Background: an optimization exercise with open tools, aiming at small area and few clock cycles. Do not read the settings as production practice.
In this exercise RTL edits were held to simulation tests only and were not proved equivalent to the original.
Power and IR drop assume default switching activity.

$ cat design.v
module spf_rx #(
    parameter [31:0] WINDOW_LEN = 32'd3_000_000,    
    parameter [31:0] COOLDOWN   = 32'd300_000_000   
) (
    input             clk,
    input             rst,
    input             in_valid,
    input      [7:0]  in_data,
    output            in_ready,
    output            idle,
    output reg        frame_valid,
    output     [5:0]  frame_len,
    output            reading_valid,
    output reg        sh_valid,
    output reg [1:0]  sh_status,
    output reg [15:0] sh_move_dist,
    output reg [7:0]  sh_move_energy,
    output reg [15:0] sh_static_dist,
    output reg [7:0]  sh_static_energy,
    output reg [15:0] sh_det_dist,
    input             tick,
    input      [31:0] now,
    output reg        pf_dyn,
    output reg        pf_stat,
    output reg        pf_robust
);
    localparam LMAX  = 54;
    localparam DEPTH = LMAX - 2;
    localparam [7:0] MARKER = 8'hAA;
    localparam       TELEM_MIN_LEN = 11;
    localparam [1:0] P_MATCH = 2'd0, P_LEN0 = 2'd1, P_LEN1 = 2'd2, P_BODY = 2'd3;
    reg [7:0] sr [0:DEPTH-1];
    reg [5:0] ucnt;                   
    reg [1:0] state;                  
    reg [1:0] iph;                    
    reg [5:0] iafter;                 
    assign in_ready = (ucnt == 6'd0);
    wire in_fire = in_valid && in_ready;
    integer i;
    always @(posedge clk) begin
        if (in_fire) begin
            sr[0] <= in_data;
            for (i = 1; i < DEPTH; i = i + 1)
                sr[i] <= sr[i-1];
        end
    end
    wire [7:0] dlo = 8'd1 << ucnt[2:0];
    wire [7:0] dhi = 8'd1 << ucnt[5:3];
    reg  [7:0] b;
    always @(*) begin
        b = dlo[0] & dhi[0] ? in_data : 8'd0;
        for (i = 1; i <= DEPTH; i = i + 1)
            b = b | ((dlo[i % 8] & dhi[i / 8]) ? sr[i-1] : 8'd0);
    end
    wire sv = (ucnt != 6'd0) || in_fire;
    assign idle = (ucnt == 6'd0);
    function [1:0] hstep;             
        input [1:0] h;
        input [7:0] x;
        begin
            if ((h == 2'd0 && x == 8'hF4) || (h == 2'd1 && x == 8'hF3) ||
                (h == 2'd2 && x == 8'hF2))
                hstep = h + 2'd1;
            else if (x == 8'hF4)
                hstep = 2'd1;
            else
                hstep = 2'd0;
        end
    endfunction
    function [1:0] fstep;
        input [1:0] ph;
        input [1:0] h;
        input       lok;
        input [7:0] x;
        begin
            case (ph)
            P_MATCH: fstep = (h == 2'd3 && x == 8'hF1) ? P_LEN0 : P_MATCH;
            P_LEN0:  fstep = P_LEN1;
            P_LEN1:  fstep = (x == 8'd0 && lok) ? P_BODY : P_MATCH;
            default: fstep = P_BODY;
            endcase
        end
    endfunction
    reg  [1:0] hm;                    
    reg        lo_ok;
    reg  [5:0] len;
    reg  [1:0] im;                    
    reg        ilo_ok;
    reg  [5:0] ilen;
    wire        b_lo  = (b <= LMAX);
    wire [1:0]  m_ph  = fstep(state, hm, lo_ok, b);
    wire [1:0]  m_h   = (state == P_MATCH && m_ph == P_LEN0) ? 2'd0 : hstep(hm, b);
    wire [1:0]  i_ph  = fstep(iph, im, ilo_ok, b);
    wire [1:0]  i_h   = (iph == P_MATCH && i_ph == P_LEN0) ? 2'd0 : hstep(im, b);
    reg  [5:0] pos;                   
    reg        fok;                   
    reg        aa_ok, st_ok;
    reg  [1:0] st;
    reg  [63:0] stg;                  
    wire [5:0] fidx   = pos - len;
    wire       in_ftr = (pos >= len);
    reg  [7:0] fexp;
    always @(*) begin
        case (fidx[1:0])
            2'd0: fexp = 8'hF8;
            2'd1: fexp = 8'hF7;
            2'd2: fexp = 8'hF6;
            default: fexp = 8'hF5;
        endcase
    end
    wire fbyte_ok = (b == fexp);
    wire last     = in_ftr && (fidx[1:0] == 2'd3);
    wire match    = fok && fbyte_ok;
    wire body     = sv && (state == P_BODY);
    wire do_emit  = body && last && match;
    wire do_fail  = body && last && !match;
    wire rewind   = do_fail && (iph == P_BODY);
    reg  [1:0] n_state;
    reg  [1:0] n_hm;
    always @(*) begin
        n_state = state;
        n_hm    = hm;
        if (sv) begin
            if (state != P_BODY) begin
                n_state = m_ph;
                n_hm    = m_h;
            end else if (last) begin
                if (match) begin
                    n_state = P_MATCH;
                    n_hm    = 2'd0;
                end else begin
                    n_state = i_ph;
                    n_hm    = i_h;
                end
            end
        end
    end
    wire enter_body = sv && (n_state == P_BODY) && !(state == P_BODY && !last);
    wire dec_ok = (len >= TELEM_MIN_LEN) && aa_ok && st_ok;
    assign frame_len     = len;
    assign reading_valid = dec_ok;
    always @(posedge clk) begin
        if (rst) begin
            ucnt  <= 6'd0;
            state <= P_MATCH;
            hm    <= 2'd0;
        end else begin
            ucnt  <= ucnt + {5'd0, in_fire} - {5'd0, sv}
                   + (rewind ? iafter + 6'd1 : 6'd0);
            state <= n_state;
            hm    <= n_hm;
        end
    end
    always @(posedge clk) begin
        if (sv) begin
            if (state == P_LEN0) begin
                len   <= b[5:0];
                lo_ok <= b_lo;
            end
            if (state == P_BODY) begin
                pos <= pos + 6'd1;
                if (last && !match) begin
                    len   <= (iph == P_LEN0) ? b[5:0] : ilen;
                    lo_ok <= (iph == P_LEN0) ? b_lo : ilo_ok;
                end
                if (iph != P_BODY) begin
                    iph <= i_ph;
                    im  <= i_h;
                    if (iph == P_LEN0) begin
                        ilen   <= b[5:0];
                        ilo_ok <= b_lo;
                    end
                    iafter <= 6'd0;
                end else
                    iafter <= iafter + 6'd1;
                if (in_ftr && !fbyte_ok)
                    fok <= 1'b0;
                if (pos == 6'd1)
                    aa_ok <= (b == MARKER);
                if (pos == 6'd2) begin
                    st    <= b[1:0];
                    st_ok <= (b[7:2] == 6'd0);
                end
                if (pos >= 6'd3 && pos <= 6'd10)
                    stg <= {stg[55:0], b};
            end
            if (enter_body) begin
                pos <= 6'd0;
                iph <= P_MATCH;
                im  <= 2'd0;
                fok <= 1'b1;
            end
        end
    end
    always @(posedge clk) begin
        if (rst) begin
            frame_valid <= 1'b0;
            sh_valid    <= 1'b0;
        end else begin
            frame_valid <= do_emit;
            if (do_emit && dec_ok)
                sh_valid <= 1'b1;
        end
    end
    always @(posedge clk) begin
        if (do_emit && dec_ok) begin
            sh_status        <= st;
            sh_move_dist     <= {stg[55:48], stg[63:56]};
            sh_move_energy   <= stg[47:40];
            sh_static_dist   <= {stg[31:24], stg[39:32]};
            sh_static_energy <= stg[23:16];
            sh_det_dist      <= {stg[7:0], stg[15:8]};
        end
    end
    function [31:0] addk;
        input [31:0] x;
        input [31:0] k;
        integer j;
        reg c;
        begin
            c = 1'b0;
            for (j = 0; j < 32; j = j + 1) begin
                addk[j] = x[j] ^ k[j] ^ c;
                c = k[j] ? (x[j] | c) : (x[j] & c);
            end
        end
    endfunction
    function le;
        input [31:0] x;
        input [31:0] y;
        integer j;
        reg gt;
        begin
            gt = 1'b0;
            for (j = 0; j < 32; j = j + 1)
                gt = (x[j] & ~y[j]) | ((x[j] | ~y[j]) & gt);
            le = ~gt;
        end
    endfunction
    reg [31:0] last0, last1, last2;   
    reg        win0_v, win1_v, win2_v;
    reg [31:0] active_until;
    reg        active_v;
    wire motion     = sh_valid && sh_status[0];    
    wire stationary = sh_valid && sh_status[1];    
    wire [31:0] third   = motion ? last1  : last2;
    wire        third_v = motion ? win1_v : win2_v;
    wire        burst   = third_v && le(now, third);
    wire        cooling = active_v && le(now, active_until);
    always @(posedge clk) begin
        if (rst) begin
            win0_v       <= 1'b0;
            win1_v       <= 1'b0;
            win2_v       <= 1'b0;
            active_v     <= 1'b0;
            pf_dyn       <= 1'b0;
            pf_stat      <= 1'b0;
            pf_robust    <= 1'b0;
        end else if (tick) begin
            if (motion) begin
                win0_v <= 1'b1;
                win1_v <= win0_v;
                win2_v <= win1_v;
            end
            if (burst)
                active_v <= 1'b1;
            pf_dyn    <= burst || cooling;
            pf_stat   <= stationary;
            pf_robust <= (burst || cooling) && stationary;
        end
    end
    always @(posedge clk) begin
        if (tick) begin
            if (motion) begin
                last0 <= addk(now, WINDOW_LEN);
                last1 <= last0;
                last2 <= last1;
            end
            if (burst)
                active_until <= addk(now, COOLDOWN);
        end
    end
endmodule
$ cat run.sh
#!/bin/bash
# synth_recipe.tcl (not shown) runs the flow's synth.tcl, then flattens the netlist and writes it again
# the make line also repeats each setting of config.mk as NAME=value (left out here)
make -C /OpenROAD-flow-scripts/flow DESIGN_CONFIG=/design/flow/config.mk WORK_HOME=/design/flow/orfs CLKGATE_MAP_FILE= SYNTH_SCRIPT=/design/flow/synth_recipe.tcl finish
$ cat config.mk
export PLATFORM = sky130hd
export DESIGN_NAME = spf_rx
export DESIGN_NICKNAME = spf_rx
export VERILOG_FILES = /design/flow/design.v
export SDC_FILE = /design/flow/constraint.sdc
export NUM_CORES = 4
export LEC_CHECK = 0
export ABC_AREA = 1
export CAP_MARGIN = 20
export CORE_MARGIN = 2
export CORE_UTILIZATION = 30
export SLEW_MARGIN = 20
$ cat constraint.sdc
create_clock -name core_clock -period 12.0 [get_ports {clk}]
set_input_delay 2.4000 -clock core_clock [delete_from_list [all_inputs] [get_ports {clk}]]
set_output_delay 2.4000 -clock core_clock [all_outputs]
set_load 0.01 [all_outputs]
==> results of run 1 <==
Yosys cell counts (19+ instances only):
master	number
sky130_fd_sc_hd__edfxtp_1	709
sky130_fd_sc_hd__nand2_1	385
sky130_fd_sc_hd__inv_1	193
sky130_fd_sc_hd__nor2_1	125
sky130_fd_sc_hd__a22o_1	87
sky130_fd_sc_hd__ha_1	74
sky130_fd_sc_hd__o21ai_0	66
sky130_fd_sc_hd__nand3_1	53
sky130_fd_sc_hd__nand4_1	52
sky130_fd_sc_hd__a221oi_1	36
sky130_fd_sc_hd__or2_2	30
sky130_fd_sc_hd__inv_2	28
sky130_fd_sc_hd__a21oi_1	21
sky130_fd_sc_hd__dfxtp_1	19
power groups by stage:
stage / Combinational (W) / Sequential (W) / Clock (W)
after floorplan: 0.000679 / 0.00334 / 0
after global placement: 0.00109 / 0.00334 / 0
after detailed placement: 0.00112 / 0.00335 / 0
after CTS: 0.00113 / 0.00330 / 0.00250
after global routing: 0.00124 / 0.00332 / 0.00259
final: 0.00114 / 0.00330 / 0.00244
flip-flops by register name, summed over array words and instances, names as in the netlist, 6 cells and up:
name / flops
pos: 6
stg: 64
sr: 416
sh_static_energy: 8
sh_move_dist: 16
last2: 32
sh_static_dist: 16
sh_move_energy: 8
last0: 32
iafter: 6
len: 6
last1: 32
ucnt: 6
active_until: 32
ilen: 6
sh_det_dist: 16
worst paths after layout:
| path | from | to |
|---|---|---|
| worst max-delay path | now[6] | last0[31]$_DFFE_PP_ |
| worst min-delay path | last0[0]$_DFFE_PP_ | last1[0]$_DFFE_PP_ |
| worst max register to register | ucnt[0]$_SDFF_PP0_ | ucnt[5]$_SDFF_PP0_ |
| worst min register to register | last0[0]$_DFFE_PP_ | last1[0]$_DFFE_PP_ |
per-stage QoR:
stage                     cells  utilization [%]  hold slack [ns]
after CTS                  3569            36.30           0.3986
after global placement     3434            33.59           0.4014
final                      3572            36.36           0.3902
after floorplan            2003                -           0.4003
after detailed placement   3434            33.59           0.4045
after global routing       3571            36.35           0.3978
kinds of logic after synthesis:
logic type | Yosys count | synth area share [%]
adders and majority gates | 77 | 3.451
AOI/OAI and AO/OA | 252 | 6.377
DFF | 728 | 75.86
buffers and inverters | 234 | 3.118
xor gates and xnor gates | 10 | 0.3066
and+or+nand+nor | 702 | 10.89
cell type report:
class	count	area, µm²
Antenna cell	1	2.502
Tap cell	1265	1583
Inverter	222	834.6
Sequential cell	728	21670
Timing Repair Buffer	180	1712
Clock inverter	39	551.8
Multi-Input combinational cell	1041	6067
Clock buffer	96	2018
Fill cell	8980	60290
layout by cell type, fill, tap and decap left out, types with 66 or more instances in the layout:
cell type and instances:
sky130_fd_sc_hd__ha_1 74, sky130_fd_sc_hd__edfxtp_1 709, sky130_fd_sc_hd__o21ai_0 66, sky130_fd_sc_hd__nand2_1 385, sky130_fd_sc_hd__clkdlybuf4s50_1 122, sky130_fd_sc_hd__a22o_1 87
sky130_fd_sc_hd__inv_1 192, sky130_fd_sc_hd__clkbuf_16 77, sky130_fd_sc_hd__nor2_1 112
layer usage:
metal	global-route usage, %	up-vias	part of all wire (%)
met2	22.92	877	45
met5	0	-	0.015
met3	4.253	180	10
li1	-	7823	-
met4	5.633	2	3.7
met1	19.68	8649	41
==> results list, run 1 <==
* Status: timing/DRC/antenna clean
* Total Nets Final: 2370
- The share of the Yosys chip area taken by registers is 75.86%.
* Setup Crit Path Kind: in -> reg
* Cell variety after synth: 52
- In the final routed layout, each cell accounts on average for 20.69 µm.
* Number of buffer and inverter instances along the worst setup path: 11
- Worst hold path type: reg -> reg
- Combinational logic is responsible for 16.6% of the overall power.
- Count of endpoints failing setup in the final report: 0
- After routing the design area is 34440 µm².
- Area share of the leading cell type in the synthesized netlist: 74.52%
* Post-cts sizing count: 0
- Cell-internal power: 0.004897 W
* Num CTS Buffers: 76
- From left edge to right edge, the die measures 312.6 µm.
* Post-synth EDFFs: 709
* Overall Power: 0.006889 W
- Summed over all nets, the switching power comes to 0.001992 W.
- The clock passes through at most 3 buffers.
- Worst ir drop on vdd: 129.5 µV
- The mapped netlist covers 28570 µm².
* Core outline area: 94730 µm²
* Shortest clock period the worst path allows after layout: 7.162 ns
- CTS root buffer: sky130_fd_sc_hd__clkbuf_16
- Counting every instance in the synthesized netlist gives 2003.
- Remaining global-route overflow: 0
- Buffers inserted during post-CTS setup optimization: 0
* R2R setup slack: 6.06 ns
- The worst setup path is launched from an input pin.
* Net Sw Frac: 28.91%
- Routability-driven placement finished with a final weighted congestion of 0.8677.
- Worst path max stage delay: 0.46 ns
* Post-CTS clock slew at the launch and capture registers of the worst setup and hold paths: 0.06 ns
- Max-cap violation count: 0
- Area post-placement: 31820 µm²
- Share of total power in sequential cells: 48.0%
- P&R area growth vs syn: 20.55%
- Summed over all failing endpoints, the final setup total negative slack is 0 ns.
- Worst path arrival time: 7.51 ns
* Count of input and output buffers: 123
* Yosys reg bits: 728
* Hpwl dp: 46550 µm
- In the routed layout, each cell is associated on average with a via count of 4.908.
- Broken down by cell family, the worst path's largest delay share belongs to adder cells.
- Worst hold path cell count: 0
- The most numerous cell type found on the critical path is sky130_fd_sc_hd__ha_1.
* Drt pass-1 iters: 8
* Quantity of hold-fixing buffers added after cts: 0
- For this block, the routed nets add up to 73890 µm of wire.
* Prevailing post-synth register cell: sky130_fd_sc_hd__edfxtp_1
* Initial core utilization: 30.16%
* H-tree levels: 3
- Critical path peak fanout: 5
* Smallest setup slack after layout: 4.838 ns
- Leakage component of the power: 12.27 nW
- The first global-routing pass estimated 108900 µm of wire.
- TritonCTS built the clock tree.
- Yosys warning total: 2
* I/O pin cnt: 124
- Timing would allow up to 0.1396 GHz.
* Number of cells traversed by the worst register-to-register path: 27
* Clock insertion delay at the later pin of the skew report: 0.66 ns
* Die area: 97710 µm²
- Number of sinks handled by clock tree synthesis: 728
- Largest net degree at the start of global routing: 220
* Initial DRC Count: 2300
- The number of global-route vias before repair is 17050.
* Endpoint kind of the worst setup timing path: register
* Data required time at the worst endpoint: 12.35 ns
- Pins over their slew limit: 0
* Portion of total power attributed to the clock network: 35.5%
* Crit share post-route: 59.69%
* Cells taking the most area after synthesis: sky130_fd_sc_hd__edfxtp_1 75%, sky130_fd_sc_hd__nand2_1 5.1%, sky130_fd_sc_hd__ha_1 3.2%
- Detailed routing inserted a total of 17530 vias.
- The hold violation total from the final report came to 0.
- When the netlist entered floorplanning its net count stood at 2124.
- Number of antenna-violating nets in the routed design: 0
* Standard-cell row count: 113
- Remaining design rule violation count: 0
* Power density of the placed cells: 200.0 nW/µm²
- Unrepaired setup endpoints after global routing: no
* Biggest area consumer among synthesized cells: sky130_fd_sc_hd__edfxtp_1
- The post-route netlist has 11.01% of its cells at a drive strength greater than 1.
- The worst pin sits at a relative slew slack of 26.15%.
- Final worst clock skew: 0.07371 ns
- In this run the vertical extent of the chip is 312.6 µm.
- For this design, the slowest cell found on the critical path is sky130_fd_sc_hd__clkdlybuf4s50_1.
* Instance count on the critical path: 36
- Global Route Usage Sum: 14.79%
* Avg Cell Area, Syn: 14.26 µm²
* Pre-CTS WS: 4.195 ns
* Transition time of the tightest slew-check pin: 1.099 ns
- The initial antenna violation count was 1.
- Async set-or-reset flop fraction in the synthesized netlist: 0%
Testbench counts, summed over its fixed seeds: cycles 72,809.
==> inputs of run 2 (changes only) <==
--- a/design.v
+++ b/design.v
@@ -22,10 +22,10 @@
     input      [31:0] now,
     output reg        pf_dyn,
     output reg        pf_stat,
-    output reg        pf_robust
+    output            pf_robust
 );
     localparam LMAX  = 54;
-    localparam DEPTH = LMAX - 2;
+    localparam DEPTH = LMAX - 3;
     localparam [7:0] MARKER = 8'hAA;
     localparam       TELEM_MIN_LEN = 11;
     localparam [1:0] P_MATCH = 2'd0, P_LEN0 = 2'd1, P_LEN1 = 2'd2, P_BODY = 2'd3;
@@ -33,6 +33,8 @@
     reg [5:0] ucnt;                   
     reg [1:0] state;                  
     reg [1:0] iph;                    
+    reg       p0seen;                 
+    reg       p0f4, p0f8;             
     reg [5:0] iafter;                 
     assign in_ready = (ucnt == 6'd0);
     wire in_fire = in_valid && in_ready;
@@ -94,7 +96,7 @@
     wire [1:0]  i_h   = (iph == P_MATCH && i_ph == P_LEN0) ? 2'd0 : hstep(im, b);
     reg  [5:0] pos;                   
     reg        fok;                   
-    reg        aa_ok, st_ok;
+    reg        mk_ok;                 
     reg  [1:0] st;
     reg  [63:0] stg;                  
     wire [5:0] fidx   = pos - len;
@@ -114,7 +116,10 @@
     wire body     = sv && (state == P_BODY);
     wire do_emit  = body && last && match;
     wire do_fail  = body && last && !match;
-    wire rewind   = do_fail && (iph == P_BODY);
+    wire rewind   = do_fail && (iph == P_BODY) && p0seen;
+    wire skip0    = (iph == P_BODY);                  
+    wire s0_f4    = p0seen ? p0f4 : (b == 8'hF4);
+    wire s0_f8    = p0seen ? p0f8 : (b == 8'hF8);
     reg  [1:0] n_state;
     reg  [1:0] n_hm;
     always @(*) begin
@@ -136,7 +141,7 @@
         end
     end
     wire enter_body = sv && (n_state == P_BODY) && !(state == P_BODY && !last);
-    wire dec_ok = (len >= TELEM_MIN_LEN) && aa_ok && st_ok;
+    wire dec_ok = (len >= TELEM_MIN_LEN) && mk_ok;
     assign frame_len     = len;
     assign reading_valid = dec_ok;
     always @(posedge clk) begin
@@ -171,24 +176,35 @@
                         ilo_ok <= b_lo;
                     end
                     iafter <= 6'd0;
+                    p0seen <= 1'b0;
+                end else if (!p0seen) begin
+                    p0seen <= 1'b1;
+                    p0f4   <= (b == 8'hF4);
+                    p0f8   <= (b == 8'hF8);
                 end else
                     iafter <= iafter + 6'd1;
                 if (in_ftr && !fbyte_ok)
                     fok <= 1'b0;
                 if (pos == 6'd1)
-                    aa_ok <= (b == MARKER);
+                    mk_ok <= (b == MARKER);
                 if (pos == 6'd2) begin
                     st    <= b[1:0];
-                    st_ok <= (b[7:2] == 6'd0);
+                    mk_ok <= mk_ok && (b[7:2] == 6'd0);
                 end
                 if (pos >= 6'd3 && pos <= 6'd10)
                     stg <= {stg[55:0], b};
             end
             if (enter_body) begin
-                pos <= 6'd0;
                 iph <= P_MATCH;
-                im  <= 2'd0;
-                fok <= 1'b1;
+                if (state == P_BODY && skip0) begin
+                    pos <= 6'd1;
+                    im  <= s0_f4 ? 2'd1 : 2'd0;
+                    fok <= (ilen != 6'd0) || s0_f8;
+                end else begin
+                    pos <= 6'd0;
+                    im  <= 2'd0;
+                    fok <= 1'b1;
+                end
             end
         end
     end
@@ -238,37 +254,31 @@
         end
     endfunction
     reg [31:0] last0, last1, last2;   
-    reg        win0_v, win1_v, win2_v;
+    reg  [1:0] wcnt;                  
     reg [31:0] active_until;
     reg        active_v;
     wire motion     = sh_valid && sh_status[0];    
     wire stationary = sh_valid && sh_status[1];    
     wire [31:0] third   = motion ? last1  : last2;
-    wire        third_v = motion ? win1_v : win2_v;
+    wire        third_v = motion ? (wcnt >= 2'd2) : (wcnt == 2'd3);
     wire        burst   = third_v && le(now, third);
     wire        cooling = active_v && le(now, active_until);
     always @(posedge clk) begin
         if (rst) begin
-            win0_v       <= 1'b0;
-            win1_v       <= 1'b0;
-            win2_v       <= 1'b0;
+            wcnt         <= 2'd0;
             active_v     <= 1'b0;
             pf_dyn       <= 1'b0;
             pf_stat      <= 1'b0;
-            pf_robust    <= 1'b0;
         end else if (tick) begin
-            if (motion) begin
-                win0_v <= 1'b1;
-                win1_v <= win0_v;
-                win2_v <= win1_v;
-            end
+            if (motion && wcnt != 2'd3)
+                wcnt <= wcnt + 2'd1;
             if (burst)
                 active_v <= 1'b1;
             pf_dyn    <= burst || cooling;
             pf_stat   <= stationary;
-            pf_robust <= (burst || cooling) && stationary;
-        end
-    end
+        end
+    end
+    assign pf_robust = pf_dyn && pf_stat;
     always @(posedge clk) begin
         if (tick) begin
             if (motion) begin
--- a/config.mk
+++ b/config.mk
@@ -9,4 +9,6 @@
 export CAP_MARGIN = 20
 export CORE_MARGIN = 2
 export CORE_UTILIZATION = 30
+export CTS_CLUSTER_DIAMETER = 80
+export CTS_CLUSTER_SIZE = 20
 export SLEW_MARGIN = 20
==> run 2 against run 1 <==
Combinational power fell by 5%; hold slack improved by 0.024 ns; cell count fell by 2.4%; via count fell by 3.7%.
==> results list, run 2 <==
* Layout cells sized above 1: 8.113%
- After filler insertion, the fill cell instance count of the layout stands at 8983.
* Reg-to-reg critical path endpoint: ucnt[5]$_SDFF_PP0_
* Register area: 21450 µm²
- Total Nets Final: 2335
* Area post-placement: 31510 µm²
* Number of hold violations in the final report: 0
- Prevailing post-synth register cell: sky130_fd_sc_hd__edfxtp_1
* Most frequently used cell type in the post-synthesis netlist: sky130_fd_sc_hd__edfxtp_1
- Max-cap violations in this run came to 0.
- Vias per Instance: 4.846
* Detailed-route wire length: 68060 µm
- Summed over its instances, the top area cell type makes up 74.44% of the synthesized netlist area.
- Register with the most flip-flops: sr
- Leakage component of the power: 11.53 nW
* Most common cell on crit path: sky130_fd_sc_hd__a21oi_1
- Initial DRC Count: 2037
- The floorplan has 112 rows.
- Based on the critical path, the design can be clocked at up to 0.1326 GHz.
- Async set-or-reset flop fraction in the synthesized netlist: 0%
* Die area: 97000 µm²
- Count of endpoints failing setup in the final report: 0
- Largest net degree at the start of global routing: 193
- Maximum clock insertion buffer count: 3
- In the routed design, unresolved DRC markers number 0.
- Setup repair after global routing left no endpoint under its margin.
- The clock tree synthesis step divided the H-tree into 2 levels.
- The HPWL after detailed placement is 46210 µm.
* First-pass GRT wire length: 102200 µm
- Endpoint kind of the worst setup timing path: register
- Across all layers, the routed design uses 16890 vias.
- Initial antenna violation count: 0
* Cell variety after synth: 54
* Status: timing/DRC/antenna clean
- Crit-path slowest cell: sky130_fd_sc_hd__nor4_1
* Die width: 311.4 µm
- Hold is met by 0.4140 ns.
* I/O pin cnt: 124
- Final worst clock skew: 0.03616 ns
- Post-route design area: 32800 µm²
- After synthesis, flip-flops and latches occupy 75.64% of the total area.
- Cells taking the most area after synthesis: sky130_fd_sc_hd__edfxtp_1 74%, sky130_fd_sc_hd__nand2_1 5.1%, sky130_fd_sc_hd__ha_1 3.4%
* Max transition margin: 23.44%
* Biggest area consumer among synthesized cells: sky130_fd_sc_hd__edfxtp_1
* Post-cts sizing count: 0
- Area occupied by multi-input gates: 6028 µm²
- The register with the most flip-flops in the layout has 408 of them.
* Core outline area: 93470 µm²
- P&R area growth vs syn: 15.65%
- Leaving out fill and tap cells, the most frequent cell in the layout is sky130_fd_sc_hd__edfxtp_1.
* Worst path max stage delay: 0.67 ns
- TritonCTS built the clock tree.
* Crit share post-route: 62.85%
* Mapped Nets: 2128
- The tightest min-delay check is of the reg -> reg type.
* Initial core utilization: 30.34%
- The smallest clock period supported by the final layout is computed as 7.542 ns.
- Worst path arrival time: 8.09 ns
- Yosys reg bits: 720
* Number of antenna-violating nets in the routed design: 0
* Commonest cells after routing, fill and taps aside: 703 x sky130_fd_sc_hd__edfxtp_1, 385 x sky130_fd_sc_hd__nand2_1, 205 x sky130_fd_sc_hd__inv_1
- After routing, the total negative slack on setup checks comes to 0 ns.
- From bottom edge to top edge, the die measures 311.4 µm.
* Mapped cell area: 28360 µm²
- CP startpoint: in_data[5]
- Biggest regs: sr (408), stg (64)
- CTS root buffer: sky130_fd_sc_hd__clkbuf_16
- By startpoint and endpoint, the worst setup path is classified as in -> reg.
- The worst register-to-register path begins at ucnt[0]$_SDFF_PP0_.
* Count of input and output buffers: 123
- Dividing the synthesized area by the synthesized cell count gives 14.14 µm².
- Worst Setup Start Kind: input pin
* Number of cells traversed by the worst register-to-register path: 34
- In this run the worst path has a maximum fanout of 6.
- In this run, post-CTS hold repair placed 0 buffers.
- In this run, CTS created clock tree buffers numbering 44.
- The repair_antennas step left the layout with diodes totalling 0.
* Remaining global-route overflow: 0
- Termination of the worst setup path: ucnt[5]$_SDFF_PP0_
* Number of sinks handled by clock tree synthesis: 720
- The number of global-route vias before repair was 16470.
- Yosys printed 2 warnings.
- After clock tree synthesis, the clock-pin slew on the worst setup and hold paths is 0.09 ns.
- Worst ir drop on vdd: 114.0 µV
* Detail-routed net length per standard cell: 19.53 µm
- Clock insertion delay at the later pin of the skew report: 0.62 ns
- Post-synth EDFFs: 703
- Transition time of the tightest slew-check pin: 1.138 ns
* Power density of the placed cells: 179.2 nW/µm²
* Global Route Usage Sum: 13.59%
- By count the netlist is led by 703 x sky130_fd_sc_hd__edfxtp_1, 385 x sky130_fd_sc_hd__nand2_1, 206 x sky130_fd_sc_hd__inv_1.
- At the end of routability-driven placement, the weighted congestion stood at 0.8799.
* R2R setup slack: 5.17 ns
- Pins over their slew limit: 0
- The first detailed-routing pass took 7 iterations.
* Data required time at the worst endpoint: 12.54 ns
* Final core occ: 35.09%
- Synthesis handed over a netlist of 2005 instances.
* Buffers inserted during post-CTS setup optimization: 0
## run 2: cell count changes after synthesis, sizes merged, moves of 4 or more
| cell | change |
|---|---|
| a22o | -16 |
| edfxtp | -6 |
| nand4 | -10 |
| nor3 | +4 |
| xor2 | +5 |
| nand3 | +9 |
| xnor2 | -4 |
| a21oi | +18 |
| nor2 | -8 |
## run 2: worst min-delay path by stage
stage                                    from                         to  cells past startpoint
after floorplan            last0[0]$_DFFE_PP_         last1[0]$_DFFE_PP_                      0
after global placement    last0[26]$_DFFE_PP_        last1[26]$_DFFE_PP_                      0
after detailed placement  last0[27]$_DFFE_PP_        last1[27]$_DFFE_PP_                      0
after CTS                   stg[57]$_DFFE_PP_  sh_move_dist[1]$_DFFE_PP_                      0
after global routing        stg[57]$_DFFE_PP_  sh_move_dist[1]$_DFFE_PP_                      0
final                     last0[29]$_DFFE_PP_        last1[29]$_DFFE_PP_                      0
## run 2: per-stage QoR
step	total power [W]	instances	worst slack (ns)
global placement	0.004331	3420	4.100
global route	0.006121	3485	4.111
detailed placement	0.004371	3420	4.021
CTS	0.005907	3485	4.674
finish	0.005876	3485	4.458
floorplan	0.003938	2005	3.111
## run 2: cell families after synthesis
group                    synth area share, %
XOR/XNOR                              0.3397
adder cells (fa/ha/maj)                3.565
flip-flops                             75.64
buffers and inverters                  3.217
AND/OR/NAND/NOR                        10.85
AO/OA/AOI/OAI                          6.345
multiplexers                         0.03530
## run 2: worst max-delay path: cells and delay by family
kind                       cells  cell delay, ns
and+or+nand+nor               13            2.80
AOI/OAI and AO/OA              9            1.46
buffers and inverters          4            0.60
adders and majority gates      2            0.58
xor gates and xnor gates       1            0.21
## run 2: metal layers
metal | up-vias | wire (µm) | share of wire [%] | track usage [%]
met5 | - | 0 | 0 | 0
met4 | 0 | 1715 | 2.5 | 4.018
met3 | 88 | 4829 | 7.1 | 2.356
met2 | 657 | 31440 | 46 | 21.79
met1 | 8446 | 30080 | 44 | 18.87
li1 | 7697 | - | - | -
## run 2: cell type report
type / count / area share [%]
Sequential cell: 720 / 65.41
Multi-Input combinational cell: 1046 / 18.38
Timing Repair Buffer: 173 / 4.921
Tap cell: 1254 / 4.784
Clock buffer: 54 / 3.537
Inverter: 227 / 2.609
Clock inverter: 11 / 0.3624
## run 2: report_power, final
part / switching, W / internal (W) / leakage [nW]
combinational: 0.000779 / 0.000303 / 4.38
sequential: 0.000144 / 0.00311 / 6.54
clock: 0.000836 / 0.000699 / 0.620
Testbench counts of run 2, summed over its fixed seeds: cycles 72,728.
==> inputs of run 3 (changes only) <==
==> flow/run.sh (new file) <==
#!/bin/bash
set -euo pipefail
export BUFFER_PORTS_ARGS="-buffer_cell sky130_fd_sc_hd__buf_1"
export CTS_ARGS="-sink_clustering_enable -repair_clock_nets -sink_clustering_size 20 -sink_clustering_max_diameter 80 -dont_use_dummy_load"
bash standard.sh > standard.log 2>&1
==> standard.sh (new file) <==
#!/bin/bash
# synth_recipe.tcl (not shown) runs the flow's synth.tcl, then flattens the netlist and writes it again
# the make line also repeats each setting of config.mk as NAME=value (left out here)
make -C /OpenROAD-flow-scripts/flow DESIGN_CONFIG=/design/flow/config.mk WORK_HOME=/design/flow/orfs CLKGATE_MAP_FILE= SYNTH_SCRIPT=/design/flow/synth_recipe.tcl "${@:-finish}"
--- a/config.mk
+++ b/config.mk
@@ -8,7 +8,5 @@
 export ABC_AREA = 1
 export CAP_MARGIN = 20
 export CORE_MARGIN = 2
-export CORE_UTILIZATION = 30
-export CTS_CLUSTER_DIAMETER = 80
-export CTS_CLUSTER_SIZE = 20
+export CORE_UTILIZATION = 50
 export SLEW_MARGIN = 20
removed: run.sh
==> run 3 against run 2 <==
Sequential cell count did not move; area after synthesis unchanged; core utilization is 20 points higher; largest power group unchanged; highest routed layer unchanged; power is 3.7% lower; clock skew shrank 0.0073 ns; critical path depth did not move; register-to-register slack got worse by 0.21 ns.
==> results list, run 3 <==
- Status: timing/DRC/antenna clean
- The worst register-to-register path begins at ucnt[0]$_SDFF_PP0_.
- Async set-or-reset flop fraction in the synthesized netlist: 0%
- Yosys warning total: 2
* Max-cap violation count: 0
* CTS root buffer: sky130_fd_sc_hd__clkbuf_16
- Largest register FFs: 408
- The netlist uses 54 different library cells.
* Net switching power of the design: 0.001645 W
* Number of sinks handled by clock tree synthesis: 720
- Number of hold violations in the final report: 0
- Endpoint kind of the worst setup timing path: register
* Buffers inserted during post-CTS setup optimization: 0
- Relative to the synthesized area, the layout overhead comes to 9.959%.
* Worst hold path type: reg -> reg
- The first global-routing pass estimated 97000 µm of wire.
- Ranked by flip-flop count, first place goes to sr.
- Yosys instantiated no cell more often than sky130_fd_sc_hd__edfxtp_1.
* Termination of the worst setup path: ucnt[5]$_SDFF_PP0_
- Worst hold margin: 0.4229 ns
* Global placement routability congestion: 0.8794
- The most used flip-flop cell after synthesis is sky130_fd_sc_hd__edfxtp_1.
- Post-synth EDFFs: 703
* Most common cell on crit path: sky130_fd_sc_hd__a21oi_1
- Global Route Usage Sum: 21.92%
* Number of buffer and inverter instances along the worst setup path: 4
- Once layout is done, the placed cells without fillers occupy 31180 µm².
- The critical path runs through a total of 29 cells.
* Post-cts sizing count: 0
* Combinational family with the most area after synthesis: simple AND/OR/NAND/NOR gates
- Worst ir drop on vdd: 99.46 µV
* Top post-synthesis cells by count: 703 x sky130_fd_sc_hd__edfxtp_1, 385 x sky130_fd_sc_hd__nand2_1, 206 x sky130_fd_sc_hd__inv_1
* Yosys reg bits: 720
- After detailed routing, the number of vias per cell comes to 5.635.
- Once the floorplan was initialized, standard cells occupied 50.39% of the core.
- The floorplan has 87 rows.
- Post-synthesis instance total: 2005
- Cell-internal power: 0.004012 W
- TritonCTS created 42 clock buffers.
- I/O pin cnt: 124
- Maximum clock insertion buffer count: 3
- Worst path arrival time: 7.57 ns
- Die width: 242.1 µm
- The later pin in the worst-skew pair is clocked with a latency of 0.59 ns.
- Worst hold path cell count: 0
* Remaining global-route overflow: 0
* Part of the Yosys area used for sequential elements: 75.64%
* Number of inserted filler cells in the final layout: 4644
- The worst path needs 7.047 ns of the cycle, external delays included.
* XOR/XNOR share of the synthesized area: 0.3397%
* Net Sw Frac: 29.08%
- After the first detailed-routing iteration, the DRC count stood at 1625.
- Hpwl dp: 43210 µm
- CP startpoint: in_data[5]
* Power density of the placed cells: 181.4 nW/µm²
- Leakage component of the power: 11.09 nW
- Initial antenna violation count: 3
- In the final routed layout, each cell accounts on average for 21.91 µm.
* Mapped cell area: 28360 µm²
* Core outline area: 56280 µm²
- STA puts the critical path data required time at 12.52 ns.
- Drt pass-1 iters: 5
* Adder-cell share of the synthesized area: 3.565%
* Share of synthesized cell area in and, or, nand and nor gates: 10.85%
- Cell type group with the largest total delay on the critical path: simple AND/OR/NAND/NOR gates
- Transition time of the tightest slew-check pin: 1.130 ns
- Unrepaired setup endpoints after global routing: no
- For this run, the post-layout net count is 2332.
- The average instance in the mapped netlist occupies 14.14 µm².
* Count of endpoints failing setup in the final report: 0
- Post-CTS clock slew at the launch and capture registers of the worst setup and hold paths: 0.08 ns
- Counting cells, the worst reg-to-reg path comes to 34.
- By area the synthesized netlist is led by sky130_fd_sc_hd__edfxtp_1 74%, sky130_fd_sc_hd__nand2_1 5.1%, sky130_fd_sc_hd__ha_1 3.4%.
- Timing would allow up to 0.1419 GHz.
* Portion of total power attributed to the clock network: 24.3%
- Max transition margin: 24.38%
- The endpoint identified for the worst register-to-register timing path is ucnt[5]$_SDFF_PP0_.
- The number of global-route vias before repair was 16260.
* Number of antenna-violating nets in the routed design: 0
* Worst path max stage delay: 0.60 ns
- Layout cells sized above 1: 7.522%
- Critical path peak fanout: 6
* Pins over their slew limit: 0
- Area share of the leading cell type in the synthesized netlist: 74.44%
* Crit-path slowest cell: sky130_fd_sc_hd__nor4_1
* TNS Setup: 0 ns
- TritonCTS clock tree: done
- Buffers inserted to repair hold after CTS numbered 0.
- Worst Setup Start Kind: input pin
- In the synthesized netlist, mux cells make up 0.03530% of the area.
- The largest registers in the layout are sr (408), stg (64).
- Remaining design rule violation count: 0
* Via Count: 16710
- Biggest area consumer among synthesized cells: sky130_fd_sc_hd__edfxtp_1
- Commonest cells after routing, fill and taps aside: 703 x sky130_fd_sc_hd__edfxtp_1, 385 x sky130_fd_sc_hd__nand2_1, 205 x sky130_fd_sc_hd__inv_1
* Synth Area in Compound Gates: 6.345%
- After detailed placement, the total cell area comes to 30110 µm².
- The number of nets handed over by synthesis was 2128.
- On the final layout, the worst clock skew is 0.02885 ns.
- CTS built an H-tree with a depth of 2.
* Die area: 58630 µm²
* Largest net degree at the start of global routing: 86
- Combinational logic burns 18.2% of the power.
- After layout, the worst path uses 58.73% of the clock period.
* Detailed-route wire length: 64980 µm
* Most common cell after layout, fill and taps aside: sky130_fd_sc_hd__edfxtp_1
- Setup Crit Path Kind: in -> reg
- In this run the register-to-register setup slack is 4.96 ns.
- Measured along the y axis, the die boundary spans 242.1 µm.
* Count of input and output buffers: 123
- Share of total power in sequential cells: 57.5%
-- run 3: cell counts after synthesis --
No cell type changed its count.
-- run 3: logic make-up (layout without fill, tap and decap cells) --
group | count (synthesis) | in the layout
AND/OR/NAND/NOR | 698 | 698
multiplexers | 1 | 1
other | 0 | 3
AO/OA/AOI/OAI | 257 | 257
XOR/XNOR | 11 | 11
adder cells (fa/ha/maj) | 79 | 79
flip-flops | 720 | 720
buffers and inverters | 239 | 441
-- run 3: routing by layer --
metal	global-route usage [%]	routed length, µm
met1	30.60	28030
met2	33.52	29270
met3	4.996	4990
met4	8.969	2692
met5	0	0
-- run 3: area by class of cell --
type	instances	area [µm²]	share of cell area, %
repair buffers	172	847.1	2.717
flip-flops and latches	720	21450	68.79
clock buffers	42	1051	3.371
diodes	3	7.507	0.02408
inverters	227	855.8	2.745
well taps	756	945.9	3.034
multi-input cells	1046	6023	19.32
-- run 3: how the worst min path moves through the flow --
stage	from	end	slack (ns)
global placement	last0[3]$_DFFE_PP_	last1[3]$_DFFE_PP_	0.40
floorplan	last0[0]$_DFFE_PP_	last1[0]$_DFFE_PP_	0.40
finish	stg[62]$_DFFE_PP_	sh_move_dist[6]$_DFFE_PP_	0.42
global route	stg[58]$_DFFE_PP_	sh_move_dist[2]$_DFFE_PP_	0.42
CTS	last0[17]$_DFFE_PP_	last1[17]$_DFFE_PP_	0.42
detailed placement	last0[23]$_DFFE_PP_	last1[23]$_DFFE_PP_	0.40
-- run 3: stage by stage --
step / setup slack [ns] / utilization [%] / instances / total power [W]
2_1_floorplan: 3.111 / - / 2005 / 0.003938
3_3_place_gp: 4.553 / 53.46 / 2919 / 0.004281
3_5_place_dp: 4.539 / 53.50 / 2920 / 0.004318
4_1_cts: 4.971 / 55.37 / 2962 / 0.005684
5_1_grt: 4.370 / 55.41 / 2966 / 0.005899
6_report: 4.953 / 55.41 / 2966 / 0.005657
-- run 3: power groups by stage --
stage | registers (W) | logic [W] | clock network (W)
after floorplan | 0.00330 | 0.000638 | 0
after global placement | 0.00330 | 0.000986 | 0
after detailed placement | 0.00330 | 0.00102 | 0
after CTS | 0.00325 | 0.00102 | 0.00142
after global routing | 0.00328 | 0.00112 | 0.00150
final | 0.00325 | 0.00103 | 0.00137
==> inputs of run 4 (changes only) <==
--- a/design.v
+++ b/design.v
@@ -25,7 +25,7 @@
     output            pf_robust
 );
     localparam LMAX  = 54;
-    localparam DEPTH = LMAX - 3;
+    localparam DEPTH = LMAX - 5;
     localparam [7:0] MARKER = 8'hAA;
     localparam       TELEM_MIN_LEN = 11;
     localparam [1:0] P_MATCH = 2'd0, P_LEN0 = 2'd1, P_LEN1 = 2'd2, P_BODY = 2'd3;
@@ -33,8 +33,7 @@
     reg [5:0] ucnt;                   
     reg [1:0] state;                  
     reg [1:0] iph;                    
-    reg       p0seen;                 
-    reg       p0f4, p0f8;             
+    reg [1:0] bcnt;                   
     reg [5:0] iafter;                 
     assign in_ready = (ucnt == 6'd0);
     wire in_fire = in_valid && in_ready;
@@ -116,10 +115,34 @@
     wire body     = sv && (state == P_BODY);
     wire do_emit  = body && last && match;
     wire do_fail  = body && last && !match;
-    wire rewind   = do_fail && (iph == P_BODY) && p0seen;
+    reg  [1:0] sim;                   
+    reg        sfok;                  
+    reg        smk;                   
+    reg  [1:0] sst;                   
+    function fbyte;                   
+        input [1:0] k;                
+        input [5:0] l;
+        input [7:0] x;
+        begin
+            if (l > k)
+                fbyte = 1'b1;
+            else
+                case (k - l[1:0])
+                    2'd0:    fbyte = (x == 8'hF8);
+                    2'd1:    fbyte = (x == 8'hF7);
+                    default: fbyte = (x == 8'hF6);
+                endcase
+        end
+    endfunction
+    wire       s_more = (bcnt != 2'd3);
+    wire [1:0] n_bcnt = s_more ? bcnt + 2'd1 : bcnt;
+    wire [1:0] n_sim  = s_more ? hstep((bcnt == 2'd0) ? 2'd0 : sim, b) : sim;
+    wire       n_sfok = s_more ? (((bcnt == 2'd0) || sfok) && fbyte(bcnt, ilen, b)) : sfok;
+    wire       n_smk  = (bcnt == 2'd1) ? (b == MARKER) :
+                        (bcnt == 2'd2) ? (smk && (b[7:2] == 6'd0)) : smk;
+    wire [1:0] n_sst  = (bcnt == 2'd2) ? b[1:0] : sst;
+    wire rewind   = do_fail && (iph == P_BODY) && !s_more;
     wire skip0    = (iph == P_BODY);                  
-    wire s0_f4    = p0seen ? p0f4 : (b == 8'hF4);
-    wire s0_f8    = p0seen ? p0f8 : (b == 8'hF8);
     reg  [1:0] n_state;
     reg  [1:0] n_hm;
     always @(*) begin
@@ -176,11 +199,13 @@
                         ilo_ok <= b_lo;
                     end
                     iafter <= 6'd0;
-                    p0seen <= 1'b0;
-                end else if (!p0seen) begin
-                    p0seen <= 1'b1;
-                    p0f4   <= (b == 8'hF4);
-                    p0f8   <= (b == 8'hF8);
+                    bcnt   <= 2'd0;
+                end else if (s_more) begin
+                    bcnt <= n_bcnt;
+                    sim  <= n_sim;
+                    sfok <= n_sfok;
+                    smk  <= n_smk;
+                    sst  <= n_sst;
                 end else
                     iafter <= iafter + 6'd1;
                 if (in_ftr && !fbyte_ok)
@@ -197,9 +222,11 @@
             if (enter_body) begin
                 iph <= P_MATCH;
                 if (state == P_BODY && skip0) begin
-                    pos <= 6'd1;
-                    im  <= s0_f4 ? 2'd1 : 2'd0;
-                    fok <= (ilen != 6'd0) || s0_f8;
+                    pos   <= {4'd0, n_bcnt};
+                    im    <= n_sim;
+                    fok   <= n_sfok;
+                    mk_ok <= n_smk;
+                    st    <= n_sst;
                 end else begin
                     pos <= 6'd0;
                     im  <= 2'd0;
==> run 4 against run 3 <==
Still clean; maximum frequency is 2.8% higher; global-route usage is 1.1 points higher; cell count down 0.30%; clock skew up 0.019 ns; non-clock buffer count rose by 2; die area shrank 0.42%; critical path depth decreased by 1; first-iteration DRC count fell by 3.5%; wire length grew 3.9%; critical path type unchanged; largest cell class unchanged.
==> results list, run 4 <==
* Number of sinks handled by clock tree synthesis: 709
- Dividing the synthesized area by the synthesized cell count gives 14.12 µm².
- The most common cell in the synthesized netlist is sky130_fd_sc_hd__edfxtp_1.
- For this run, the post-layout net count is 2331.
- TritonCTS built the clock tree.
- Global routing consumed, over all layers together, 23.02% of the routing resources.
- The detailed router finished its first iteration with 1568 violations.
- By area the synthesized netlist is led by sky130_fd_sc_hd__edfxtp_1 74%, sky130_fd_sc_hd__nand2_1 4.4%, sky130_fd_sc_hd__ha_1 3.6%.
- The count of final max-slew check failures came to 0.
* Number of hold violations in the final report: 0
- Vias per Instance: 5.666
* Initial antenna violation count: 1
* Die Span Y: 241.6 µm
- Mapped cell area: 28230 µm²
- Largest register FFs: 392
- For this run, the slowest stage of the critical path takes 0.42 ns.
* Worst hold margin: 0.4208 ns
- Crit-path slowest cell: sky130_fd_sc_hd__nand4_1
- Data required time at the worst endpoint: 12.53 ns
* Initial core utilization: 50.36%
* Overall Power: 0.005665 W
- In this design, the largest share of critical-path delay is due to simple AND/OR/NAND/NOR gates.
- After detailed routing, the number of remaining DRC violations is 0.
* Crit share post-route: 57.10%
- Worst hold path type: reg -> reg
* Achievable clock frequency: 0.1459 GHz
- First-pass GRT wire length: 101000 µm
- I/O pin cnt: 124
- Counting along the longest clock path gives a buffer depth of 3.
- Yosys reg bits: 709
- Setup violations remaining at the end of the flow were counted as 0.
- Die width: 241.6 µm
- In the synthesized netlist the dominant register cell turns out to be sky130_fd_sc_hd__edfxtp_1.
- After clock tree synthesis, the repair step resized 0 gates.
- Leakage component of the power: 11.10 nW
- Async set-or-reset flop fraction in the synthesized netlist: 0%
* P&R area growth vs syn: 10.09%
- Via Count: 16750
* Setup Crit Path Kind: in -> reg
* Status: timing/DRC/antenna clean
- The number of nets in the synthesized netlist is 2128.
* TNS Setup: 0 ns
- For the final database, setup skew stands at 0.04740 ns.
- Global placement routability congestion: 0.9083
- Synthesis instantiated 59 different standard cells from the library.
* Biggest area consumer among synthesized cells: sky130_fd_sc_hd__edfxtp_1
- For the worst-skew pair, the clock arrives at the later sink with an insertion delay of 0.60 ns.
* Max transition margin: 22.75%
- Post-synthesis instance total: 1999
* Number of antenna-violating nets in the routed design: 0
- Most common cell on crit path: sky130_fd_sc_hd__nand2_1
* Post-route design area: 31080 µm²
- Core outline area: 56060 µm²
- Yosys mapped a number of flops with a built-in enable equal to 692.
- After detailed routing, the average wire length per cell comes to 22.84 µm.
* Standard-cell row count: 87
- Critical path peak fanout: 12
- Post-CTS clock slew at the launch and capture registers of the worst setup and hold paths: 0.08 ns
* Drt pass-1 iters: 5
- The number of global-route vias before repair was 16350.
- Transition time of the tightest slew-check pin: 1.154 ns
- Shortest clock period the worst path allows after layout: 6.852 ns
* Most common cell after layout, fill and taps aside: sky130_fd_sc_hd__edfxtp_1
- Number of buffer and inverter instances along the worst setup path: 4
- Yosys warning total: 2
* Largest net degree at the start of global routing: 184
* Worst Setup Start Kind: input pin
* Num CTS Buffers: 42
- Before CTS, the worst setup slack after placement is 4.530 ns.
- Summing the sequential cell areas from Yosys gives 74.80% of the chip area.
- Detailed-route wire length: 67520 µm
* Worst ir drop on vdd: 110.3 µV
* H-tree levels: 2
- Area post-placement: 30000 µm²
- Die area: 58390 µm²
- In this run the biggest area consumer among cell types represents 73.60% of the synthesized area.
- Commonest cells after routing, fill and taps aside: 692 x sky130_fd_sc_hd__edfxtp_1, 331 x sky130_fd_sc_hd__nand2_1, 213 x sky130_fd_sc_hd__inv_1
- Number of inserted filler cells in the final layout: 4539
- After global routing the overflow that remains totals 0.
* Layout cells sized above 1: 7.864%
- The number of hold buffers added after CTS was 0.
* Count of input and output buffers: 123
- Smallest setup slack after layout: 5.148 ns
* Buffers inserted during post-CTS setup optimization: 0
* Register with the most flip-flops: sr
- Power density of the placed cells: 182.2 nW/µm²
- Biggest regs: sr (392), stg (64)
- Endpoint kind of the worst setup timing path: register
* Top post-synthesis cells by count: 692 x sky130_fd_sc_hd__edfxtp_1, 331 x sky130_fd_sc_hd__nand2_1, 214 x sky130_fd_sc_hd__inv_1
- Worst path arrival time: 7.38 ns
- The tree is rooted in a sky130_fd_sc_hd__clkbuf_16.
- The tool flagged a number of max-cap violations equal to 0.
- The HPWL after detailed placement is 44990 µm.
- Unrepaired setup endpoints after global routing: no
-- run 4: cell families after synthesis --
| family | synth area share [%] |
|---|---|
| adder cells (fa/ha/maj) | 3.846 |
| XOR/XNOR | 0.3723 |
| AO/OA/AOI/OAI | 7.361 |
| flip-flops | 74.80 |
| multiplexers | 0.07091 |
| AND/OR/NAND/NOR | 10.11 |
| buffers and inverters | 3.434 |
-- run 4: routing by layer --
layer  vias to the layer above  global-route usage [%]  wire, µm
met5                         -                       0         0
met4                         0                   8.239      2187
met3                       112                   3.984      5073
met2                       653                   37.19     32050
met1                      8299                   31.68     28220
li1                       7689                       -         -
-- run 4: worst register-to-register path, delay by kind of cell, from the launching register on --
| family | cells | cell delay [ns] |
|---|---|---|
| flops | 1 | 0.44 |
| buf+inv | 8 | 0.95 |
| simple gates | 16 | 3.40 |
| fa+ha+maj | 2 | 0.60 |
| xor+xnor | 1 | 0.21 |
| compound gates | 8 | 1.13 |
-- run 4: per-stage QoR --
| stage | instances | utilization [%] |
|---|---|---|
| floorplan | 1999 | - |
| global placement | 2913 | 53.50 |
| finish | 2957 | 55.45 |
| global route | 2957 | 55.45 |
| detailed placement | 2913 | 53.51 |
| CTS | 2955 | 55.38 |
-- run 4: worst paths after layout --
| check | from | endpoint | slack, ns | cells past startpoint |
|---|---|---|---|---|
| max | in_data[5] | ucnt[5]$_SDFF_PP0_ | 5.15 | 28 |
| min | last0[24]$_DFFE_PP_ | last1[24]$_DFFE_PP_ | 0.42 | 0 |
| max reg2reg | ucnt[0]$_SDFF_PP0_ | ucnt[5]$_SDFF_PP0_ | 5.24 | 35 |
| min reg2reg | last0[24]$_DFFE_PP_ | last1[24]$_DFFE_PP_ | 0.42 | 0 |
-- run 4: power by group --
| part | internal, W | switching (W) |
|---|---|---|
| Sequential | 0.00306 | 0.000150 |
| Combinational | 0.000289 | 0.000788 |
| Clock | 0.000623 | 0.000752 |
| Total | 0.00397 | 0.00169 |
-- run 4: layout make-up --
type,instances,area [µm²],area share (%)
clock buffers,42,1051,3.381
inverters,241,907.1,2.918
multi-input cells,1034,6175,19.86
diodes,1,2.502,0.008051
well taps,756,945.9,3.043
flip-flops and latches,709,21120,67.95
repair buffers,174,882.1,2.838
Testbench counts of run 4, summed over its fixed seeds: cycles 72,588.
==> inputs of run 5 (changes only) <==
--- a/design.v
+++ b/design.v
@@ -59,9 +59,10 @@
         input [1:0] h;
         input [7:0] x;
         begin
-            if ((h == 2'd0 && x == 8'hF4) || (h == 2'd1 && x == 8'hF3) ||
-                (h == 2'd2 && x == 8'hF2))
-                hstep = h + 2'd1;
+            if (h == 2'd1 && x == 8'hF3)
+                hstep = 2'd2;
+            else if (h == 2'd2 && x == 8'hF2)
+                hstep = 2'd3;
             else if (x == 8'hF4)
                 hstep = 2'd1;
             else
@@ -297,8 +298,8 @@
             pf_dyn       <= 1'b0;
             pf_stat      <= 1'b0;
         end else if (tick) begin
-            if (motion && wcnt != 2'd3)
-                wcnt <= wcnt + 2'd1;
+            if (motion)
+                wcnt <= {wcnt[1] | wcnt[0], wcnt[1] | ~wcnt[0]};   
             if (burst)
                 active_v <= 1'b1;
             pf_dyn    <= burst || cooling;
==> run 5 against run 4 <==
Wire length is 2.8% lower; register-to-register slack worse by 0.11 ns; clock skew grew 0.0024 ns; critical endpoint unchanged; largest cell class unchanged.
==> results list, run 5 <==
- Power density of the placed cells: 182.8 nW/µm²
- Number of hold violations in the final report: 0
- Die Span Y: 240.5 µm
* Multiplexer share of the synthesized area: 0.1073%
* XOR/XNOR share of the synthesized area: 0.3757%
* I/O pin cnt: 124
- Remaining design rule violation count: 0
- Cell-internal power: 0.003965 W
- In this design, the critical path's most frequently occurring cell is sky130_fd_sc_hd__nand2_1.
- Data on the critical path is required at its endpoint by 12.49 ns.
- The critical path is of the in -> reg type.
- TritonCTS built the clock tree.
- Initial DRC Count: 1982
- Of the post-synthesis cell area, the dominant cell type holds 74.28%.
- Setup slack on the worst reg-to-reg path comes out at 5.13 ns.
- Transition time of the tightest slew-check pin: 1.088 ns
- Net Sw Frac: 29.26%
- Crit-path slowest cell: sky130_fd_sc_hd__and2_1
- Pre-CTS WS: 4.484 ns
- The worst path in the final design needs a cycle of 7.038 ns, including I/O delays and setup.
* Worst R2R Start: ucnt[0]$_SDFF_PP0_
- Smallest setup slack after layout: 4.962 ns
- Worst ir drop on vdd: 122.4 µV
- Detail-routed net length per standard cell: 22.47 µm
- Of the available clock period, the critical path in the final layout requires 58.65%.
* Worst hold path type: reg -> reg
- Max transition margin: 26.89%
* Cells taking the most area after synthesis: sky130_fd_sc_hd__edfxtp_1 74%, sky130_fd_sc_hd__nand2_1 4.8%, sky130_fd_sc_hd__ha_1 3.1%
* Detailed-route wire length: 65620 µm
- Global placement routability congestion: 0.9315
* Die area: 57860 µm²
- CTS root buffer: sky130_fd_sc_hd__clkbuf_16
- Drt pass-1 iters: 5
* Yosys warning total: 2
- The number of setup buffers added after CTS is 0.
- Global Route Usage Sum: 22.57%
- First-pass GRT wire length: 96990 µm
- Leakage component of the power: 10.94 nW
- Biggest area consumer among synthesized cells: sky130_fd_sc_hd__edfxtp_1
- Summed over all nets, the half-perimeter wirelength after detailed placement is 44260 µm.
* Clock insertion delay at the later pin of the skew report: 0.60 ns
- For this run, the leading register cell type out of synthesis is sky130_fd_sc_hd__edfxtp_1.
- After routing the design area is 30670 µm².
- Largest net degree at the start of global routing: 91
- Via Count: 16560
- Along the worst path, the maximum fanout reaches 8.
- Each instance of the synthesized netlist takes up on average 14.09 µm².
- Total Nets Final: 2290
* Achievable clock frequency: 0.1421 GHz
- Num CTS Buffers: 42
- The library cell used most frequently in the layout, excluding fill and tap cells, is sky130_fd_sc_hd__edfxtp_1.
- Setup repair after global routing left no endpoint under its margin.
- The core region is 55200 µm².
- Layout cells sized above 1: 6.814%
- Post-synthesis instance total: 1985
* End of the worst hold path: last1[1]$_DFFE_PP_
* Worst path max stage delay: 0.39 ns
* P&R area growth vs syn: 9.616%
- Endpoint kind of the worst setup timing path: register
* Vias per Instance: 5.671
- The run finished with no timing, DRC or antenna violations.
* Post-cts sizing count: 0
- The count of nets left with antenna violations once routing finished came out at 0.
- Post-CTS clock slew at the launch and capture registers of the worst setup and hold paths: 0.08 ns
* Initial antenna violation count: 2
- For the final routed database, the setup TNS stands at 0 ns.
- Part of the Yosys area used for sequential elements: 75.50%
- The number of global-route vias before repair is 15580.
* Standard-cell row count: 86
- The synthesized design contains 692 enable-type register cells.
- In this run the critical register-to-register path is captured at ucnt[5]$_SDFF_PP0_.
- Portion of total power attributed to the clock network: 24.6%
- Part of the total power dissipated in combinational logic: 18.1%
* Antenna diode instance count: 0
- In the post-synthesis netlist, the cell with the most instances is sky130_fd_sc_hd__edfxtp_1.
- Summing all placed instances gives a cell area of 29600 µm².
- Count of input and output buffers: 123
* Count of endpoints failing setup in the final report: 0
- Maximum clock insertion buffer count: 3
- In the final layout, the registers with the most flip-flops are sr (392), stg (64).
- The startpoint identified for the worst hold timing path is last0[1]$_DFFE_PP_.
- In this run, synthesis produced a sequential element count of 709.
- Worst Setup Start Kind: input pin
- The die is 240.5 µm wide.
- Counting instances, the worst hold path has a depth of 0.
- Async set-or-reset flop fraction in the synthesized netlist: 0%
- Worst path arrival time: 7.53 ns
- Synth Area in Compound Gates: 6.928%
- Max-cap violation count: 0
- The mapped netlist covers 27980 µm².
- Hold repair after CTS inserted 0 buffers.
- The total overflow left after global routing is 0.
- The count of final max-slew check failures is 0.
- Cell variety after synth: 56
* Share of total power in sequential cells: 57.3%
* Mapped Nets: 2101
- Net switching power of the design: 0.001640 W
- Number of cells traversed by the worst register-to-register path: 32
* Combinational family with the most area after synthesis: simple AND/OR/NAND/NOR gates
- Final worst clock skew: 0.04982 ns
- Leaving out fill and tap cells, the most frequent cells in the layout are 692 x sky130_fd_sc_hd__edfxtp_1, 358 x sky130_fd_sc_hd__nand2_1, 207 x sky130_fd_sc_hd__inv_1.
- Initial core utilization: 50.68%
- The register with the most flip-flops in the layout has 392 of them.
* Share of synthesized cell area in and, or, nand and nor gates: 10.48%
- Register with the most flip-flops: sr
- Summing the areas of all fa, ha and maj instances in the mapped netlist gives 3.301% of the synthesized area.
- H-tree levels: 2
- Number of sinks handled by clock tree synthesis: 709
* Top post-synthesis cells by count: 692 x sky130_fd_sc_hd__edfxtp_1, 358 x sky130_fd_sc_hd__nand2_1, 208 x sky130_fd_sc_hd__inv_1
[run 5: critical path: cells and delay by family]
kind	cells	cell delay (ns)
buffers and inverters	7	0.56
xor gates and xnor gates	1	0.21
adders and majority gates	2	0.58
AOI/OAI and AO/OA	8	1.40
and+or+nand+nor	14	2.35
[run 5: how the worst max path moves through the flow]
stage,from,to,slack [ns],depth (start not counted)
after global routing,in_data[3],ucnt[5]$_SDFF_PP0_,4.37,32
final,in_data[3],ucnt[5]$_SDFF_PP0_,4.96,32
after CTS,in_data[5],ucnt[5]$_SDFF_PP0_,5.06,30
after floorplan,in_valid,sr[0][0]$_DFFE_PP_,3.35,2
after global placement,in_data[5],ucnt[5]$_SDFF_PP0_,4.64,30
after detailed placement,in_data[5],ucnt[5]$_SDFF_PP0_,4.48,30
[run 5: stage by stage]
step | cells | power, W | hold WS [ns] | util [%]
floorplan | 1985 | 0.003896 | 0.4003 | -
global placement | 2877 | 0.004236 | 0.4009 | 53.62
detailed placement | 2878 | 0.004264 | 0.4045 | 53.63
CTS | 2920 | 0.005640 | 0.4189 | 55.54
global route | 2920 | 0.005854 | 0.4252 | 55.55
finish | 2920 | 0.005605 | 0.4168 | 55.55
[run 5: routing by layer]
metal	track usage [%]	vias up	routed length, µm
li1	-	7602	-
met1	34.02	8182	29380
met2	34.24	672	29450
met3	3.774	100	5245
met4	6.061	2	1521
met5	0	-	13
[run 5: area by class of cell]
type                    count  area (µm²)
well taps                 748       935.9
clock buffers              42        1051
multi-input cells        1033        5953
fillers                  4504       24530
flip-flops and latches    709       21120
inverters                 229       864.6
repair buffers            159       740.7
[run 5: kinds of logic (layout without fill, tap and decap cells)]
| group | after synthesis | count (layout) |
|---|---|---|
| flops | 709 | 709 |
| simple gates | 672 | 672 |
| compound gates | 274 | 274 |
| buf+inv | 243 | 430 |
| fa+ha+maj | 72 | 72 |
| xor+xnor | 12 | 12 |
| mux | 3 | 3 |
[run 5: power groups by stage]
| stage | logic [W] | clock network (W) | registers [W] |
|---|---|---|---|
| 4_1_cts | 0.00102 | 0.00142 | 0.00321 |
| 3_5_place_dp | 0.00101 | 0 | 0.00326 |
| 5_1_grt | 0.00113 | 0.00149 | 0.00323 |
| 6_report | 0.00102 | 0.00138 | 0.00321 |
| 3_3_place_gp | 0.000985 | 0 | 0.00325 |
| 2_1_floorplan | 0.000653 | 0 | 0.00324 |
Testbench counts of run 5, summed over its fixed seeds: cycles 72,588.
==> inputs of run 6 (changes only) <==
==> flow/run.sh (replaced) <==
#!/bin/bash
set -euo pipefail
export BUFFER_PORTS_ARGS="-buffer_cell sky130_fd_sc_hd__buf_1"
export CTS_ARGS="-sink_clustering_enable -repair_clock_nets -sink_clustering_size 25 -sink_clustering_max_diameter 80 -dont_use_dummy_load"
bash standard.sh > standard.log 2>&1
==> run 6 against run 5 <==
Synthesized cell count unchanged; cell count fell by 0.17%; die area unchanged; hold slack got worse by 0.0059 ns; sequential power hardly changed; critical path depth stayed put; maximum frequency increased by 0.47%; core utilization decreased by 0.23 points; first-iteration DRC count fell by 5.1%; non-clock buffer count rose by 1; critical path type unchanged; highest routed layer unchanged.
==> results list, run 6 <==
* Mapped cell area: 27980 µm²
- The number of global-route vias before repair was 15470.
- Setup repair after global routing left no endpoint under its margin.
* Worst path max stage delay: 0.38 ns
* Part of the Yosys area used for sequential elements: 75.50%
* Max-cap violation count: 0
- Data on the critical path arrives at its endpoint at 7.49 ns.
- By count the netlist is led by 692 x sky130_fd_sc_hd__edfxtp_1, 358 x sky130_fd_sc_hd__nand2_1, 208 x sky130_fd_sc_hd__inv_1.
- The number of different library cells used by synthesis comes to 56.
- The final layout contains routed wiring with a total length of 65240 µm.
* Core outline area: 55200 µm²
- At the end of routability-driven placement, the weighted congestion stood at 0.9315.
- Global routing consumed, over all layers together, 22.43% of the routing resources.
* Count of input and output buffers: 123
- Setup slack on the critical path of the routed design comes to 4.995 ns.
- Worst Setup Start Kind: input pin
- The first global-routing pass estimated 96340 µm of wire.
- In this design, the largest share of critical-path delay is due to simple AND/OR/NAND/NOR gates.
* Crit-path slowest cell: sky130_fd_sc_hd__and2_1
- For this run, design rule violations remaining after detail routing come to 0.
* Die width: 240.5 µm
- Of the cells placed in the final design, the portion with a size suffix greater than 1 is 6.599%.
- Post-synth EDFFs: 692
- The register with the most flip-flops in the layout has 392 of them.
- Post-CTS clock slew at the launch and capture registers of the worst setup and hold paths: 0.09 ns
- Among all cell types in the netlist, the one instantiated most often is sky130_fd_sc_hd__edfxtp_1.
- Initial antenna violation count: 3
* Standard-cell row count: 86
- Hpwl dp: 44260 µm
* Yosys warning total: 2
- Worst hold path type: reg -> reg
- Drt pass-1 iters: 5
- Prevailing post-synth register cell: sky130_fd_sc_hd__edfxtp_1
* Setup Crit Path Kind: in -> reg
- The critical path contains buffers and inverters numbering 7 combined.
- The root buffer cell chosen for the clock tree is sky130_fd_sc_hd__clkbuf_16.
- The clock passes through at most 3 buffers.
- Detailed routing inserted a total of 16610 vias.
* Status: timing/DRC/antenna clean
* Leakage component of the power: 10.88 nW
* Transition time of the tightest slew-check pin: 1.138 ns
- The die covers 57860 µm².
* H-tree levels: 2
- The worst pin sits at a relative slew slack of 23.54%.
- Critical path peak fanout: 8
* Yosys reg bits: 709
* Pre-CTS WS: 4.484 ns
* Die Span Y: 240.5 µm
* Remaining global-route overflow: 0
- Area share of the leading cell type in the synthesized netlist: 74.28%
- Final worst clock skew: 0.06384 ns
* Number of sinks handled by clock tree synthesis: 709
- Counting I/O delays and the setup requirement, the final critical path takes 7.005 ns.
* Total Nets Final: 2285
- For the final routed database, the setup TNS stands at 0 ns.
- Data required time at the worst endpoint: 12.49 ns
- Async set-or-reset flop fraction in the synthesized netlist: 0%
- The count of final max-slew check failures came to 0.
- Power density of the placed cells: 180.2 nW/µm²
- Once detail routing completed, the nets flagged for antenna violations numbered 0.
- In this run the mean area of a mapped cell was 14.09 µm².
* Num CTS Buffers: 36
* Achievable clock frequency: 0.1428 GHz
- For this configuration, the core starts out at a cell density of 50.68%.
- For the worst-skew pair, the clock arrives at the later sink with an insertion delay of 0.59 ns.
* Number of inserted filler cells in the final layout: 4517
- In this run, post-CTS repair resized a total of 0 instances.
- Entering global routing, the biggest net connects 91 pins.
- The number of hold buffers added after CTS was 0.
* Most common cell on crit path: sky130_fd_sc_hd__nand2_1
* Initial DRC Count: 1881
* Vias per Instance: 5.696
* Most common cell after layout, fill and taps aside: sky130_fd_sc_hd__edfxtp_1
- Biggest area consumer among synthesized cells: sky130_fd_sc_hd__edfxtp_1
- The hold violation total from the final report is 0.
- Commonest cells after routing, fill and taps aside: 692 x sky130_fd_sc_hd__edfxtp_1, 358 x sky130_fd_sc_hd__nand2_1, 207 x sky130_fd_sc_hd__inv_1
* Antenna diode instance count: 0
* Biggest regs: sr (392), stg (64)
- Register with the most flip-flops: sr
- Sorting the synthesized cells by area gives the leading types as sky130_fd_sc_hd__edfxtp_1 74%, sky130_fd_sc_hd__nand2_1 4.8%, sky130_fd_sc_hd__ha_1 3.1%.
- Detail-routed net length per standard cell: 22.38 µm
- Crit share post-route: 58.38%
- Count of endpoints failing setup in the final report: 0
- TritonCTS built the clock tree.
- Synthesis produced 1985 cells.
* P&R area growth vs syn: 9.164%
- Mapped Nets: 2101
- During I/O placement, the number of pins put on the boundary was 124.
- Buffers inserted during post-CTS setup optimization: 0
- Worst ir drop on vdd: 111.2 µV
- Endpoint kind of the worst setup timing path: register
==> run 6: changes by cell type in the layout (fill, tap and decap cells not counted), sizes merged <==
cell    previous run  this run
buf              158       159
clkbuf            43        37
==> run 6: final cells by class <==
cell class,instances,area (µm²),area share [%]
Sequential cell,709,21120,69.16
Tap cell,748,935.9,3.065
Inverter,229,864.6,2.831
Clock buffer,36,900.9,2.950
Multi-Input combinational cell,1033,5953,19.49
Timing Repair Buffer,160,764.5,2.503
==> run 6: layer usage <==
metal  vias to the layer above  track usage, %  wire, µm  part of all wire (%)
met4                         2           5.044      1222                   1.9
met5                         -               0        13                 0.020
met3                        87           4.049      5573                   8.5
li1                       7591               -         -                     -
met1                      8239           34.10     28970                    44
met2                       686           33.92     29460                    45
==> run 6: kinds of logic after synthesis <==
family                     Yosys count  share of synthesized area [%]
AOI/OAI and AO/OA                  274                          6.928
xor gates and xnor gates            12                         0.3757
adders and majority gates           72                          3.301
buffers and inverters              243                          3.314
DFF                                709                          75.50
muxes                                3                         0.1073
and+or+nand+nor                    672                          10.48
==> run 6: worst register-to-register path, delay by kind of cell (launching register included) <==
family	cells	cell delay (ns)
simple gates	12	2.98
flops	1	0.46
fa+ha+maj	2	0.47
xor+xnor	2	0.38
buf+inv	5	0.50
compound gates	11	1.98
==> run 6: final timing paths <==
path / startpoint / to / slack, ns / cells after the start
worst max-delay path: in_data[3] / ucnt[5]$_SDFF_PP0_ / 4.99 / 32
worst min-delay path: last0[9]$_DFFE_PP_ / last1[9]$_DFFE_PP_ / 0.41 / 0
worst max register to register: ucnt[0]$_SDFF_PP0_ / ucnt[5]$_SDFF_PP0_ / 5.18 / 32
worst min register to register: last0[9]$_DFFE_PP_ / last1[9]$_DFFE_PP_ / 0.41 / 0
==> run 6: where the power goes <==
group	switching, W	internal [W]
combinational	0.000737	0.000283
clock	0.000736	0.000540
sequential	0.000148	0.00306
total	0.00162	0.00388
==> run 6: stage by stage <==
step	util, %	power, W	std cells	hold slack, ns	area, µm²
finish	55.32	0.005505	2915	0.4109	30540
detailed placement	53.63	0.004264	2878	0.4045	29600
CTS	55.26	0.005535	2914	0.4057	30510
global placement	53.62	0.004236	2877	0.4009	29600
global route	55.32	0.005750	2915	0.4226	30540
floorplan	-	0.003896	1985	0.4003	27980

Setup slack of run 6, layout unchanged: 4.995 ns with ideal ports, 5.033 ns with driving cells assumed (clock clkbuf_16, inputs buf_2), 4.413 ns with port delays also shifted by the 0.621 ns mid clock arrival.
